What follows belongs to an exercise in optimizing a design on an open flow for small area, a short achievable clock period and few clock cycles; a production flow would make more cautious choices.
RTL that was checked went through simulation tests only; none was proved equivalent to the original.
Power and IR drop assume default switching activity.

==> amber: inputs <==
==> flow/design.v <==
module fbp_framer_rx (
    input  wire        clk,
    input  wire        rst,
    input  wire        in_valid,
    input  wire [7:0]  in_data,
    output wire        in_ready,
    output reg         ev_valid,
    output reg  [1:0]  ev_kind,
    output reg  [4:0]  ev_type,
    output reg  [10:0] ev_id,
    output reg  [15:0] ev_meta,
    output reg  [7:0]  ev_len,
    output reg         pl_valid,
    output reg  [7:0]  pl_data,
    output reg         pl_last,
    output reg         busy,
    output reg  [31:0] stat_ignored,
    output reg  [31:0] stat_resync
);
    localparam integer M  = 16;          
    localparam integer K  = 17;          
    localparam integer L  = M * K;       
    localparam integer QD = 4;           
    localparam [2:0] S_SOF1  = 3'd0,
                     S_SOF2  = 3'd1,
                     S_FTYPE = 3'd2,
                     S_DHDR  = 3'd3,
                     S_STORE = 3'd4;
    localparam [1:0] EV_DATA  = 2'd1,
                     EV_LINK  = 2'd2,
                     EV_ERROR = 2'd3;
    localparam [31:0] CRC_RESIDUE = 32'hDEBB20E3;
    function [8:0] padd(input [8:0] x, input [3:0] k);
        reg [9:0] s;
        begin
            s = {1'b0, x} + {6'd0, k};
            padd = (s >= L) ? s - L : s[8:0];
        end
    endfunction
    function [8:0] psub(input [8:0] a, input [8:0] b);
        reg [9:0] s;
        begin
            s = {1'b0, a} - {1'b0, b};
            psub = s[9] ? s + L : s[8:0];
        end
    endfunction
    function [4:0] tapidx(input [8:0] a, input [8:0] t);
        reg [5:0] d;
        begin
            d = {1'b0, a[8:4]} - {1'b0, t[8:4]};
            tapidx = d[5] ? d[4:0] + K : d[4:0];
        end
    endfunction
    function [7:0] lencrc(input [7:0] x);
        reg [7:0] c;
        integer i;
        begin
            c = x;
            for (i = 0; i < 8; i = i + 1)
                c = c[7] ? ((c << 1) ^ 8'hD7) : (c << 1);
            lencrc = c;
        end
    endfunction
    function [31:0] crc32_byte(input [31:0] c_in, input [7:0] d);
        reg [31:0] c;
        integer i;
        begin
            c = c_in ^ {24'd0, d};
            for (i = 0; i < 8; i = i + 1)
                c = c[0] ? ((c >> 1) ^ 32'hEDB88320) : (c >> 1);
            crc32_byte = c;
        end
    endfunction
    function is_link_type(input [4:0] t);
        is_link_type = (t == 5'h0F) || (t == 5'h17) || (t == 5'h1B) ||
                       (t == 5'h1D) || (t == 5'h1E);
    endfunction
    reg  [8*L-1:0] ring;
    reg  [8:0]     tn;           
    reg  [7:0]     in_q;
    reg            vq;           
    reg            rdy;
    reg  [8:0]     wp;
    reg            wal;          
    reg  [4:0]     wtap;         
    wire           wr = vq && wal;
    assign in_ready = rdy;
    wire [8*L-1:0] ring_rot = {ring[7:0], ring[8*L-1:8]};
    integer j;
    reg [8*L-1:0] ring_nx;
    always @* begin
        ring_nx = ring_rot;
        for (j = 0; j < K; j = j + 1)
            if (wr && wtap == j)
                ring_nx[8*((j*M + L - 1) % L) +: 8] = in_q;
    end
    always @(posedge clk)
        ring <= ring_nx;
    function [7:0] tap_rd(input [4:0] t);
        integer k;
        begin
            tap_rd = 8'd0;
            for (k = 0; k < K; k = k + 1)
                if (t == k) tap_rd = ring[8*(k*M) +: 8];
        end
    endfunction
    reg [8:0]  fa;           
    reg        fal;          
    reg [4:0]  ftap;         
    reg        byp;          
    reg [7:0]  rb;
    reg        rbv;
    reg [2:0]  state;
    reg [8:0]  sp2;          
    reg [3:0]  n;            
    reg [8:0]  rem;          
    reg        last;         
    reg        is_sync;
    reg [31:0] crc;
    reg        crc_ok;
    reg [1:0]  ign_d;
    reg        err_d;
    reg        d_act;
    reg        dal;
    reg [4:0]  dtap;
    reg [8:0]  d_a;
    reg [7:0]  d_cnt;
    reg        dz;           
    reg [2:0]  d_ph;         
    reg [8:0]  q_s [0:QD-1];
    reg [1:0]  q_wr, q_rd;
    reg [2:0]  q_n;
    reg [8:0]  tail_r;
    reg        space_ok;
    reg        rst_q;        
    reg        is_data;      
    reg [4:0]  h_type;       
    reg [10:0] h_id;
    reg [15:0] h_meta;
    reg [7:0]  h_len;
    wire b55 = (rb == 8'h55);
    wire b00 = (rb == 8'h00);
    wire [4:0] bt = rb[7:3];
    wire q_full = q_n[2];
    wire stall = rbv && state == S_STORE && last && is_data && q_full;
    wire cons  = rbv && !stall;
    reg [2:0] nx_state;
    reg       nx_sp;             
    reg       do_err, do_jump, do_disp;
    reg [1:0] ign;
    always @* begin
        nx_state = state;
        nx_sp    = 1'b0;
        do_err   = 1'b0;
        do_jump  = 1'b0;
        do_disp  = 1'b0;
        ign      = 2'd0;
        case (state)
            S_SOF1: begin
                if (b55) begin
                    nx_sp = 1'b1; nx_state = S_SOF2;
                end else begin
                    do_err = 1'b1; ign = 2'd1;
                end
            end
            S_SOF2: begin
                if (b00) nx_state = S_FTYPE;
                else if (b55) begin ign = 2'd1; nx_sp = 1'b1; end
                else begin do_err = 1'b1; ign = 2'd2; nx_state = S_SOF1; end
            end
            S_FTYPE: begin
                if (bt == 5'd0) nx_state = S_DHDR;
                else if (is_link_type(bt)) nx_state = S_STORE;
                else begin
                    do_err = 1'b1;
                    if (b55) begin ign = 2'd2; nx_sp = 1'b1; nx_state = S_SOF2; end
                    else begin ign = 2'd3; nx_state = S_SOF1; end
                end
            end
            S_DHDR: begin
                if (n == 4'd5) begin
                    if (rb != lencrc(h_len)) begin
                        do_err = 1'b1; ign = 2'd2; do_jump = 1'b1; nx_state = S_SOF1;
                    end else nx_state = S_STORE;
                end
            end
            default: begin
                if (last) begin
                    if (b55 && crc_ok) begin
                        do_disp = 1'b1; nx_sp = 1'b1; nx_state = S_SOF2;
                    end else begin
                        do_err = 1'b1; ign = 2'd2; do_jump = 1'b1; nx_state = S_SOF1;
                    end
                end
            end
        endcase
    end
    wire [7:0] f_tap   = tap_rd(ftap);
    wire       f_ok    = byp ? wr : fal;
    wire       f_load  = (!rbv || cons) && f_ok;
    wire       jump    = cons && do_jump;
    wire       f_take  = f_load && !jump;
    wire [8:0] fa1     = padd(fa, 4'd1);
    wire [7:0] d_tap   = tap_rd(dtap);
    wire       d_rd    = d_act && dal;           
    wire       d_out   = d_rd && d_ph == 3'd0;   
    wire       d_done  = d_out && dz;
    wire       d_free  = !d_act || d_done;
    wire       q_push  = cons && do_disp && is_data;
    wire       q_pop   = d_free && q_n != 3'd0;
    wire [8:0] q_head  = q_s[q_rd];
    wire [8:0] cand_tail = (state == S_SOF1 || state == S_SOF2) ? fa : sp2;
    wire [8:0] tail = d_act ? d_a : (q_n != 3'd0) ? q_head : cand_tail;
    wire       acc    = in_valid && rdy;
    wire       wal_nx = wr || (wp[3:0] == tn[3:0]);
    wire       vq_hold = vq && !wr;
    wire [8:0] wp1    = padd(wp, 4'd1);
    always @(posedge clk)
        rst_q <= rst;
    always @(posedge clk) begin
        begin
            tn   <= padd(tn, 4'd1);
            if (acc) in_q <= in_data;
            vq   <= acc || vq_hold;
            if (wr) wp <= wp1;
            wal  <= wal_nx;
            if (!wr) wtap <= tapidx(wp, tn);
            rdy  <= !rst && space_ok && (acc ? wal_nx : (!vq_hold || wal_nx));
            tail_r   <= tail;
            space_ok <= (psub(wp, tail_r) <= L - 6);
            if (f_load) rb <= byp ? in_q : f_tap;
            rbv <= jump ? 1'b0 : f_take ? 1'b1 : cons ? 1'b0 : rbv;
            if (jump) begin
                fa   <= sp2;
                fal  <= (sp2[3:0] == tn[3:0]);
                ftap <= tapidx(sp2, tn);
                byp  <= 1'b0;
            end else if (f_take) begin
                fa   <= fa1;
                byp  <= wr ? byp : (fa1 == wp);
            end else begin
                fal  <= (fa[3:0] == tn[3:0]);
                ftap <= tapidx(fa, tn);
                byp  <= wr ? 1'b0 : byp;
            end
            stat_ignored <= stat_ignored + {30'd0, ign_d};
            stat_resync  <= stat_resync + {31'd0, err_d};
            ign_d <= 2'd0;
            err_d <= 1'b0;
            ev_valid <= 1'b0;
            ev_type  <= h_type;
            ev_id    <= h_id;
            ev_meta  <= h_meta;
            ev_len   <= h_len;
            ev_kind  <= (cons && do_err) ? EV_ERROR : is_data ? EV_DATA : EV_LINK;
            if (cons) begin
                state <= nx_state;
                if (nx_sp) sp2 <= fa1;
                n     <= (n == 4'd8) ? n : n + 4'd1;
                if (nx_state == S_SOF2 || nx_state == S_SOF1) n <= 4'd1;
                if (state == S_SOF2 && b00) n <= 4'd2;
                rem  <= rem - 9'd1;
                last <= (rem == 9'd2);
                if (state == S_FTYPE) begin
                    is_data     <= (rb[7:3] == 5'd0);
                    h_type      <= rb[7:3];
                    h_id[10:8]  <= rb[2:0];
                    crc   <= crc32_byte(32'hFFFFFFFF, rb);
                    rem   <= 9'd6;
                    last  <= 1'b0;
                end else begin
                    crc <= crc32_byte(crc, rb);
                end
                crc_ok <= (crc32_byte(crc, rb) == CRC_RESIDUE);
                if (n == 4'd3) h_id[7:0] <= rb;
                if (n == 4'd4 && state == S_DHDR) begin
                    h_len  <= rb;
                    rem    <= {1'b0, rb} + 9'd9;
                    last   <= 1'b0;
                end
                if (n == 4'd6) h_meta[7:0]  <= rb;
                if (n == 4'd7) h_meta[15:8] <= rb;
                ign_d <= ign;
                if (do_err && is_sync) begin
                    is_sync  <= 1'b0;
                    err_d    <= 1'b1;
                    ev_valid <= !rst;
                end
                if (do_disp) begin
                    is_sync  <= 1'b1;
                    ev_valid <= !rst;
                end
            end
            pl_valid <= d_out && !rst;
            pl_data  <= d_tap;
            pl_last  <= dz;
            if (q_pop) begin
                d_act <= 1'b1;
                d_a   <= q_head;
                d_ph  <= 3'd4;
                dal   <= (q_head[3:0] == tn[3:0]);
                dtap  <= tapidx(q_head, tn);
                q_rd  <= q_rd + 2'd1;
            end else begin
                if (d_done) d_act <= 1'b0;
                if (d_rd) begin
                    d_a   <= padd(d_a, 4'd1);
                    if (d_ph != 3'd0) d_ph <= d_ph - 3'd1;
                    if (d_ph == 3'd4) begin
                        d_cnt <= d_tap;
                        dz    <= (d_tap == 8'd0);
                    end
                    if (d_out) begin
                        d_cnt <= d_cnt - 8'd1;
                        dz    <= (d_cnt == 8'd1);
                    end
                end else begin
                    dal  <= (d_a[3:0] == tn[3:0]);
                    dtap <= tapidx(d_a, tn);
                end
            end
            q_n <= q_n + {2'd0, q_push} - {2'd0, q_pop};
            if (q_push) begin
                q_s[q_wr] <= padd(sp2, 4'd2);
                q_wr      <= q_wr + 2'd1;
            end
            busy <= rst || acc || rbv || f_ok || !byp || vq || (q_n != 3'd0) ||
                    (d_act && !d_done);
        end
        if (rst_q) begin
            tn           <= 9'd1;
            vq           <= 1'b0;
            rdy          <= 1'b0;
            wp           <= 9'd0;
            fa           <= 9'd0;
            fal          <= 1'b0;
            byp          <= 1'b1;
            rbv          <= 1'b0;
            state        <= S_SOF1;
            is_sync      <= 1'b1;
            ign_d        <= 2'd0;
            err_d        <= 1'b0;
            d_act        <= 1'b0;
            q_n          <= 3'd0;
            q_wr         <= 2'd0;
            q_rd         <= 2'd0;
            space_ok     <= 1'b0;
            tail_r       <= 9'd0;
            ev_valid     <= 1'b0;
            pl_valid     <= 1'b0;
            busy         <= 1'b0;
            stat_ignored <= 32'd0;
            stat_resync  <= 32'd0;
        end
    end
endmodule
==> flow/flow/run.sh <==
#!/bin/bash
# Standard layout, with the setup repair aiming at a tighter slack than the clock needs
# and a clock tree built from larger sink clusters without dummy loads.
set -euo pipefail
export SETUP_SLACK_MARGIN=8.6
export CTS_ARGS="-sink_clustering_enable -repair_clock_nets -sink_clustering_size 35 -sink_clustering_max_diameter 60 -buf_list {sky130_fd_sc_hd__clkbuf_8 sky130_fd_sc_hd__clkbuf_16} -dont_use_dummy_load"
bash standard.sh > standard_flow.log 2>&1
==> flow/standard.sh <==
#!/bin/bash
# synth_recipe.tcl (not shown) runs the flow's synth.tcl, then flattens the netlist and writes it again
# the make line also repeats each setting of config.mk as NAME=value (left out here)
make -C /OpenROAD-flow-scripts/flow DESIGN_CONFIG=/design/flow/config.mk WORK_HOME=/design/flow/orfs CLKGATE_MAP_FILE= SYNTH_SCRIPT=/design/flow/synth_recipe.tcl "${@:-finish}"
==> flow/config.mk <==
export PLATFORM = sky130hd
export DESIGN_NAME = fbp_framer_rx
export DESIGN_NICKNAME = fbp_framer_rx
export VERILOG_FILES = /design/flow/design.v
export SDC_FILE = /design/flow/constraint.sdc
export NUM_CORES = 4
export LEC_CHECK = 0
export ABC_AREA = 1
export CAP_MARGIN = 20
export CORE_MARGIN = 2
export CORE_UTILIZATION = 50
export PLACE_DENSITY = 0.65
export SLEW_MARGIN = 20
==> flow/constraint.sdc <==
create_clock -name core_clock -period 12.0 [get_ports {clk}]
set_input_delay 2.4000 -clock core_clock [delete_from_list [all_inputs] [get_ports {clk}]]
set_output_delay 2.4000 -clock core_clock [all_outputs]
set_load 0.01 [all_outputs]
==> garnet (differences from amber) <==
--- a/flow/design.v
+++ b/flow/design.v
@@ -73,2 +73,14 @@
     endfunction
+    function [8:0] inc8(input [7:0] x, input c);
+        reg t;
+        integer i;
+        begin
+            t = c;
+            for (i = 0; i < 8; i = i + 1) begin
+                inc8[i] = x[i] ^ t;
+                t = t & x[i];
+            end
+            inc8[8] = t;
+        end
+    endfunction
     function is_link_type(input [4:0] t);
@@ -93,3 +105,3 @@
         for (j = 0; j < K; j = j + 1)
-            if (wr && wtap == j)
+            if (j % 2 == 0 && wr && wtap == j)
                 ring_nx[8*((j*M + L - 1) % L) +: 8] = in_q;
@@ -120,3 +132,5 @@
     reg        crc_ok;
-    reg [1:0]  ign_d;
+    reg [8:0]  ign_d;
+    reg        prev55;       
+    reg        found;        
     reg        err_d;
@@ -136,2 +150,4 @@
     reg        is_data;      
+    reg [2:0]  ci_c;         
+    reg [2:0]  rs_c;         
     reg [4:0]  h_type;       
@@ -140,2 +156,3 @@
     reg [7:0]  h_len;
+    reg [7:0]  lc_exp;       
     wire b55 = (rb == 8'h55);
@@ -148,4 +165,7 @@
     reg       nx_sp;             
-    reg       do_err, do_jump, do_disp;
+    reg       do_err, do_jump, do_disp, do_rej;
     reg [1:0] ign;
+    reg       sp_fa;             
+    reg [1:0] rej_k;             
+    wire      pair_now = (state == S_DHDR || state == S_STORE) && n >= 4'd4 && prev55 && b00;
     always @* begin
@@ -156,3 +176,6 @@
         do_disp  = 1'b0;
+        do_rej   = 1'b0;
         ign      = 2'd0;
+        sp_fa    = 1'b0;
+        rej_k    = 2'd0;
         case (state)
@@ -181,5 +204,4 @@
                 if (n == 4'd5) begin
-                    if (rb != lencrc(h_len)) begin
-                        do_err = 1'b1; ign = 2'd2; do_jump = 1'b1; nx_state = S_SOF1;
-                    end else nx_state = S_STORE;
+                    if (rb != lc_exp) do_rej = 1'b1;
+                    else nx_state = S_STORE;
                 end
@@ -190,5 +212,3 @@
                         do_disp = 1'b1; nx_sp = 1'b1; nx_state = S_SOF2;
-                    end else begin
-                        do_err = 1'b1; ign = 2'd2; do_jump = 1'b1; nx_state = S_SOF1;
-                    end
+                    end else do_rej = 1'b1;
                 end
@@ -196,3 +216,16 @@
         endcase
+        if (do_rej) begin
+            do_err = 1'b1;
+            if (found) begin
+                do_jump = 1'b1; nx_state = S_SOF1;
+            end else if (pair_now) begin
+                nx_state = S_FTYPE; sp_fa = 1'b1;
+            end else if (b55) begin
+                nx_state = S_SOF2; nx_sp = 1'b1; rej_k = 2'd1;
+            end else begin
+                nx_state = S_SOF1; rej_k = 2'd2;
+            end
+        end
     end
+    wire [8:0] ign_fa = psub(fa, sp2) + {7'd0, rej_k};
     wire [7:0] f_tap   = tap_rd(ftap);
@@ -203,2 +236,8 @@
     wire [8:0] fa1     = padd(fa, 4'd1);
+    wire [10:0] ci_s   = {1'b0, stat_ignored[9:0]} + {2'd0, ign_d};
+    wire        c_pend = ci_s[10] || inc8(stat_ignored[17:10], ci_c[0]) >> 8 ||
+                         inc8(stat_ignored[25:18], ci_c[1]) >> 8 ||
+                         inc8(stat_resync[7:0], err_d) >> 8 ||
+                         inc8(stat_resync[15:8], rs_c[0]) >> 8 ||
+                         inc8(stat_resync[23:16], rs_c[1]) >> 8;
     wire [7:0] d_tap   = tap_rd(dtap);
@@ -214,3 +253,4 @@
     wire       acc    = in_valid && rdy;
-    wire       wal_nx = wr || (wp[3:0] == tn[3:0]);
+    wire [4:0] wt_nx  = tapidx(wp, tn);
+    wire       wal_nx = wr || (wp[3:0] == tn[3:0] && !wt_nx[0]);
     wire       vq_hold = vq && !wr;
@@ -226,3 +266,3 @@
             wal  <= wal_nx;
-            if (!wr) wtap <= tapidx(wp, tn);
+            if (!wr) wtap <= wt_nx;
             rdy  <= !rst && space_ok && (acc ? wal_nx : (!vq_hold || wal_nx));
@@ -245,5 +285,11 @@
             end
-            stat_ignored <= stat_ignored + {30'd0, ign_d};
-            stat_resync  <= stat_resync + {31'd0, err_d};
-            ign_d <= 2'd0;
+            {ci_c[0], stat_ignored[9:0]} <= {1'b0, stat_ignored[9:0]} + {2'd0, ign_d};
+            {ci_c[1], stat_ignored[17:10]} <= inc8(stat_ignored[17:10], ci_c[0]);
+            {ci_c[2], stat_ignored[25:18]} <= inc8(stat_ignored[25:18], ci_c[1]);
+            stat_ignored[31:26] <= inc8({2'd0, stat_ignored[31:26]}, ci_c[2]);
+            {rs_c[0], stat_resync[7:0]}   <= inc8(stat_resync[7:0], err_d);
+            {rs_c[1], stat_resync[15:8]}  <= inc8(stat_resync[15:8], rs_c[0]);
+            {rs_c[2], stat_resync[23:16]} <= inc8(stat_resync[23:16], rs_c[1]);
+            stat_resync[31:24] <= inc8(stat_resync[31:24], rs_c[2]);
+            ign_d <= 9'd0;
             err_d <= 1'b0;
@@ -258,5 +304,9 @@
                 if (nx_sp) sp2 <= fa1;
+                if (sp_fa) sp2 <= fa;
+                prev55 <= b55;
+                if (pair_now) found <= 1'b1;
+                if (nx_state == S_FTYPE) found <= 1'b0;
                 n     <= (n == 4'd8) ? n : n + 4'd1;
                 if (nx_state == S_SOF2 || nx_state == S_SOF1) n <= 4'd1;
-                if (state == S_SOF2 && b00) n <= 4'd2;
+                if (nx_state == S_FTYPE) n <= 4'd2;
                 rem  <= rem - 9'd1;
@@ -277,2 +327,3 @@
                     h_len  <= rb;
+                    lc_exp <= lencrc(rb);
                     rem    <= {1'b0, rb} + 9'd9;
@@ -282,3 +333,3 @@
                 if (n == 4'd7) h_meta[15:8] <= rb;
-                ign_d <= ign;
+                ign_d <= !do_rej ? {7'd0, ign} : found ? 9'd2 : ign_fa;
                 if (do_err && is_sync) begin
@@ -326,3 +377,3 @@
             end
-            busy <= rst || acc || rbv || f_ok || !byp || vq || (q_n != 3'd0) ||
+            busy <= rst || acc || rbv || f_ok || !byp || vq || (q_n != 3'd0) || c_pend ||
                     (d_act && !d_done);
@@ -340,3 +391,3 @@
             is_sync      <= 1'b1;
-            ign_d        <= 2'd0;
+            ign_d        <= 9'd0;
             err_d        <= 1'b0;
@@ -353,2 +404,4 @@
             stat_resync  <= 32'd0;
+            ci_c         <= 3'd0;
+            rs_c         <= 3'd0;
         end
==> pepper (differences from amber) <==
--- a/flow/design.v
+++ b/flow/design.v
@@ -80,8 +80,6 @@
     reg  [7:0]     in_q;
-    reg            vq;           
+    reg            vq;
     reg            rdy;
     reg  [8:0]     wp;
-    reg            wal;          
     reg  [4:0]     wtap;         
-    wire           wr = vq && wal;
     assign in_ready = rdy;
@@ -93,3 +91,3 @@
         for (j = 0; j < K; j = j + 1)
-            if (wr && wtap == j)
+            if (vq && wtap == j)
                 ring_nx[8*((j*M + L - 1) % L) +: 8] = in_q;
@@ -140,2 +138,3 @@
     reg [7:0]  h_len;
+    reg [7:0]  lc_exp;       
     wire b55 = (rb == 8'h55);
@@ -181,3 +180,3 @@
                 if (n == 4'd5) begin
-                    if (rb != lencrc(h_len)) begin
+                    if (rb != lc_exp) begin
                         do_err = 1'b1; ign = 2'd2; do_jump = 1'b1; nx_state = S_SOF1;
@@ -198,3 +197,3 @@
     wire [7:0] f_tap   = tap_rd(ftap);
-    wire       f_ok    = byp ? wr : fal;
+    wire       f_ok    = byp ? vq : fal;
     wire       f_load  = (!rbv || cons) && f_ok;
@@ -214,4 +213,4 @@
     wire       acc    = in_valid && rdy;
-    wire       wal_nx = wr || (wp[3:0] == tn[3:0]);
-    wire       vq_hold = vq && !wr;
+    wire [3:0] al0    = wp[3:0] + {3'd0, vq} - tn[3:0] - 4'd1;
+    wire [3:0] al1    = wp[3:0] + {3'd0, vq} - tn[3:0];
     wire [8:0] wp1    = padd(wp, 4'd1);
@@ -222,8 +221,7 @@
             tn   <= padd(tn, 4'd1);
-            if (acc) in_q <= in_data;
-            vq   <= acc || vq_hold;
-            if (wr) wp <= wp1;
-            wal  <= wal_nx;
-            if (!wr) wtap <= tapidx(wp, tn);
-            rdy  <= !rst && space_ok && (acc ? wal_nx : (!vq_hold || wal_nx));
+            in_q <= in_data;
+            vq   <= acc;
+            if (vq) wp <= wp1;
+            if (!vq) wtap <= tapidx(wp, tn);
+            rdy  <= !rst && space_ok && (acc ? (al1 == 4'd0) : (al0 == 4'd0));
             tail_r   <= tail;
@@ -239,3 +237,3 @@
                 fa   <= fa1;
-                byp  <= wr ? byp : (fa1 == wp);
+                byp  <= vq ? byp : (fa1 == wp);
             end else begin
@@ -243,3 +241,3 @@
                 ftap <= tapidx(fa, tn);
-                byp  <= wr ? 1'b0 : byp;
+                byp  <= vq ? 1'b0 : byp;
             end
@@ -277,2 +275,3 @@
                     h_len  <= rb;
+                    lc_exp <= lencrc(rb);
                     rem    <= {1'b0, rb} + 9'd9;
Settings changed: CORE_UTILIZATION 50 to 65, PLACE_DENSITY 0.65 to 0.78.
==> run notes <==
	garnet	pepper	amber
GRT met3 Usage	0.0368	0.0311	0.0308
Number of enable-type register cells in the synthesized netlist	193	183	183
Flip-flop and latch count after synthesis	2564	2548	2541
Fraction of final layout cells with drive strength greater than 1	0.101	0.0957	0.0977
Startpoint of the most critical setup path	ev_len[6]	pl_data[2]	pl_data[3]
XOR/XNOR Fraction of Synth Area	0.0322	0.0343	0.0271
Final-layout clock buffer total	119	114	130
Post-CTS repair timing setup buffer count	39	71	57
Number of distinct standard cells referenced by the synthesized netlist	69	64	67
Worst Hold Slack	232 ps	254 ps	246 ps
Net count after synthesis	5313	5319	5365
Share of total power in the clock network	0.276	0.287	0.295
Via Count	33808	35288	35237
Fraction of power consumed by combinational cells	0.124	0.092	0.103
Launch instance of the worst register-to-register path	ftap[0]	rb[7]	rb[3]
Status	no timing/DRC/antenna violations	no timing/DRC/antenna violations	no timing/DRC/antenna violations
Data-path buffer share of cell area in the final layout	0.0285	0.0288	0.0283
Synth Area in Simple Gates	0.0753	0.0838	0.0875
Std cell rows	134	117	133
Initial core utilization	0.504	0.656	0.505
Ratio of total power to cell area	200 nW/um2	193 nW/um2	198 nW/um2
Reported net switching power	3.70 mW	3.34 mW	3.53 mW
Via count of the first global-routing pass	31962	34631	32574
Reported leakage power	30.3 nW	29.3 nW	29.7 nW
Max-slew headroom	0.316	0.231	0.300
Testbench counts of garnet, summed over its fixed seeds: cycles 41,873.
Testbench counts of pepper, summed over its fixed seeds: cycles 42,615.
No functional check of the RTL was part of amber.

## static timing again, ports no longer ideal
The flow's constraints put no driver on any port. The routed layouts listed below were extracted and timed again, unchanged, in two steps.
Step 1 sets driving cells, clkbuf_16 on the clock port and buf_2 on the other inputs (assumed; they add their load-dependent delay and slew).
Step 2 times the ports against the registers' clock, not the clock port: input delays grow and output delays shrink by t, the midpoint of the rising clock arrivals with the driver on.
a / b / c = no drivers / after step 1 / after step 2; a / b = the first two.
run	t (ns)	setup WS [ns]	worst register clock-pin slew, ns	cell pins on the clock port's net
amber	0.812	8.322 / 8.246 / 8.144	0.12 / 0.12	1
garnet	0.797	8.391 / 8.317 / 8.031	0.12 / 0.12	1
pepper	0.768	8.373 / 8.300 / 8.249	0.12 / 0.12	1
After both steps every run listed still meets setup and hold. For garnet, which loses most, drivers alone change the setup slack by -0.074 ns; drivers and shift together by -0.360 ns.
